Background: an optimization exercise with open tools, aiming at small area, a short achievable clock period and few clock cycles. Do not read the settings as production practice. Where RTL was checked, it was by simulation tests only, not by an equivalence proof against the original. Power figures rest on the tool's default switching activity, not on a simulated workload.

==> inputs of indigo <==
## coin_wallet
module coin_wallet (
    input  wire        clk,
    input  wire        rst,
    input  wire        in_valid,
    output wire        in_ready,
    input  wire [7:0]  in_data,
    output wire        out_valid,
    input  wire        out_ready,
    output wire [7:0]  out_data,
    output wire        out_last,
    input  wire        coin_edge,
    input  wire        ms_tick,
    input  wire        restore_valid,
    input  wire [31:0] restore_bal,
    input  wire [31:0] restore_cnt,
    output wire [31:0] bal,
    output wire [31:0] cnt,
    output wire        zind,
    output reg         save_req
);
==> module wallet_add, before the edit <==
module wallet_add #(parameter N = 32) (
    input  wire [N-1:0] a,
    input  wire [N-1:0] b,
    input  wire         ci,
    output wire [N:0]   s
);
    function integer top_pow2(input integer m);
        integer k;
        begin
            top_pow2 = 1;
            for (k = 0; k < 31; k = k + 1)
                if (2 * top_pow2 < m) top_pow2 = 2 * top_pow2;
        end
    endfunction
    localparam integer M    = N + 1;
    localparam integer TOPD = top_pow2(M);
    reg [M-1:0] g, p, G, P;
    integer i, d;
    always @* begin
        g = {a & b, ci};
        p = {a ^ b, 1'b0};
        G = g;
        P = p;
        for (d = 1; d < M; d = d * 2)
            for (i = 2*d - 1; i < M; i = i + 2*d) begin
                G[i] = G[i] | (P[i] & G[i-d]);
                P[i] = P[i] & P[i-d];
            end
        for (d = TOPD / 2; d >= 1; d = d / 2)
            for (i = 3*d - 1; i < M; i = i + 2*d) begin
                G[i] = G[i] | (P[i] & G[i-d]);
                P[i] = P[i] & P[i-d];
            end
    end
    assign s = {G[N], p[N:1] ^ G[N-1:0]};
endmodule
==> flow/config.mk <==
export PLATFORM = sky130hd
export DESIGN_NAME = coin_wallet
export DESIGN_NICKNAME = coin_wallet
export VERILOG_FILES = /design/flow/design.v
export SDC_FILE = /design/flow/constraint.sdc
export NUM_CORES = 4
export LEC_CHECK = 0
export ABC_AREA = 1
export CAP_MARGIN = 20
export CORE_MARGIN = 2
export CORE_UTILIZATION = 40
export SETUP_SLACK_MARGIN = 4.0
export SLEW_MARGIN = 20
==> flow/constraint.sdc <==
create_clock -name core_clock -period 8.0 [get_ports {clk}]
set_input_delay 1.6000 -clock core_clock [delete_from_list [all_inputs] [get_ports {clk}]]
set_output_delay 1.6000 -clock core_clock [all_outputs]
set_load 0.01 [all_outputs]
run.sh (not shown) runs the stock make flow with config.mk's settings and CLKGATE_MAP_FILE= SYNTH_SCRIPT=/design/flow/synth_recipe.tcl, a recipe that flattens the netlist after the stock synthesis.
==> xenon (differences from indigo) <==
--- a/flow/design.v
+++ b/flow/design.v
@@ -35,12 +35,4 @@
 );
-    function integer top_pow2(input integer m);
-        integer k;
-        begin
-            top_pow2 = 1;
-            for (k = 0; k < 31; k = k + 1)
-                if (2 * top_pow2 < m) top_pow2 = 2 * top_pow2;
-        end
-    endfunction
     localparam integer M    = N + 1;
-    localparam integer TOPD = top_pow2(M);
+    localparam integer TOPD = 1 << ($clog2(M) - 1);
     reg [M-1:0] g, p, G, P;
Settings changed: SETUP_SLACK_MARGIN 4.0 to 4.5.
==> summary.txt <==
Outcome
  – Outcome: complete, no violations

Power
  – Clk pwr share: 38.6%
  – Total power: 5.039 mW

CTS
  – Clock transition at path regs: about 0.060 ns

Routing
  – Met3 routed WL: about 5000 µm
  – Routed len/inst: approximately 18 µm

Worst setup path
  – CP Cell Sequence: nor4_4, and2_4, nand2_4, a21oi_4, inv_2, fa_2, fa_2, fa_2, ha_4, inv_2, fa_2, o21ai_2, or2_4, nand2_2

Placed design
  – Placed cell area: between 20000 and 30000 µm²

Timing
  – Pin slew with the least headroom to its limit: 0.9837 ns
# the run above: xenon

==> summary.txt <==
Power
  – Clk pwr share: just under 40%
  – Total power: just over 5 mW

Placed design
  – Placed cell area: 27240 µm²

CTS
  – Clock transition at path regs: approximately 0.050 ns

Worst setup path
  – CP Cell Sequence: nor4_4, and2_4, nand2_4, a21oi_4, inv_2, fa_2, fa_2, fa_2, ha_4, inv_4, fa_2, o21ai_2, or2_4, nand2_2

Routing
  – Met3 routed WL: 4519 µm
  – Routed len/inst: ~18 µm

Outcome
  – Outcome: complete, no violations

Timing
  – Pin slew with the least headroom to its limit: 1.054 ns
# the run above: indigo

Testbench counts of indigo, summed over its fixed seeds: cycles 155,004.
The RTL of xenon was laid out without a check of its function.

==> static timing again, ports no longer ideal <==
Ports are ideal in the flow. The routed layouts listed here were re-timed in OpenROAD.
Step 1, drivers: a clkbuf_16 drives clk and a buf_2 each remaining input, both assumed.
Step 2 adds t to the input delays and takes it off the output delays; t is the mean of the earliest and latest rising clock arrival at the registers after step 1. Input paths then give back, and output paths get back, about the clock's delay inside the block.
Three values: no drivers, after step 1, after step 2; two values: the first two.
run | t, ns | slack for setup (ns) | worst slew at a driven data input, ns
indigo | 0.655 | 3.999 / 3.999 / 3.685 | 0.09
xenon | 0.639 | 3.904 / 3.904 / 3.904 | 0.09
After both steps every run listed still meets setup and hold. For indigo, which loses most, drivers alone change the setup slack by 0.000 ns; drivers and shift together by -0.314 ns.
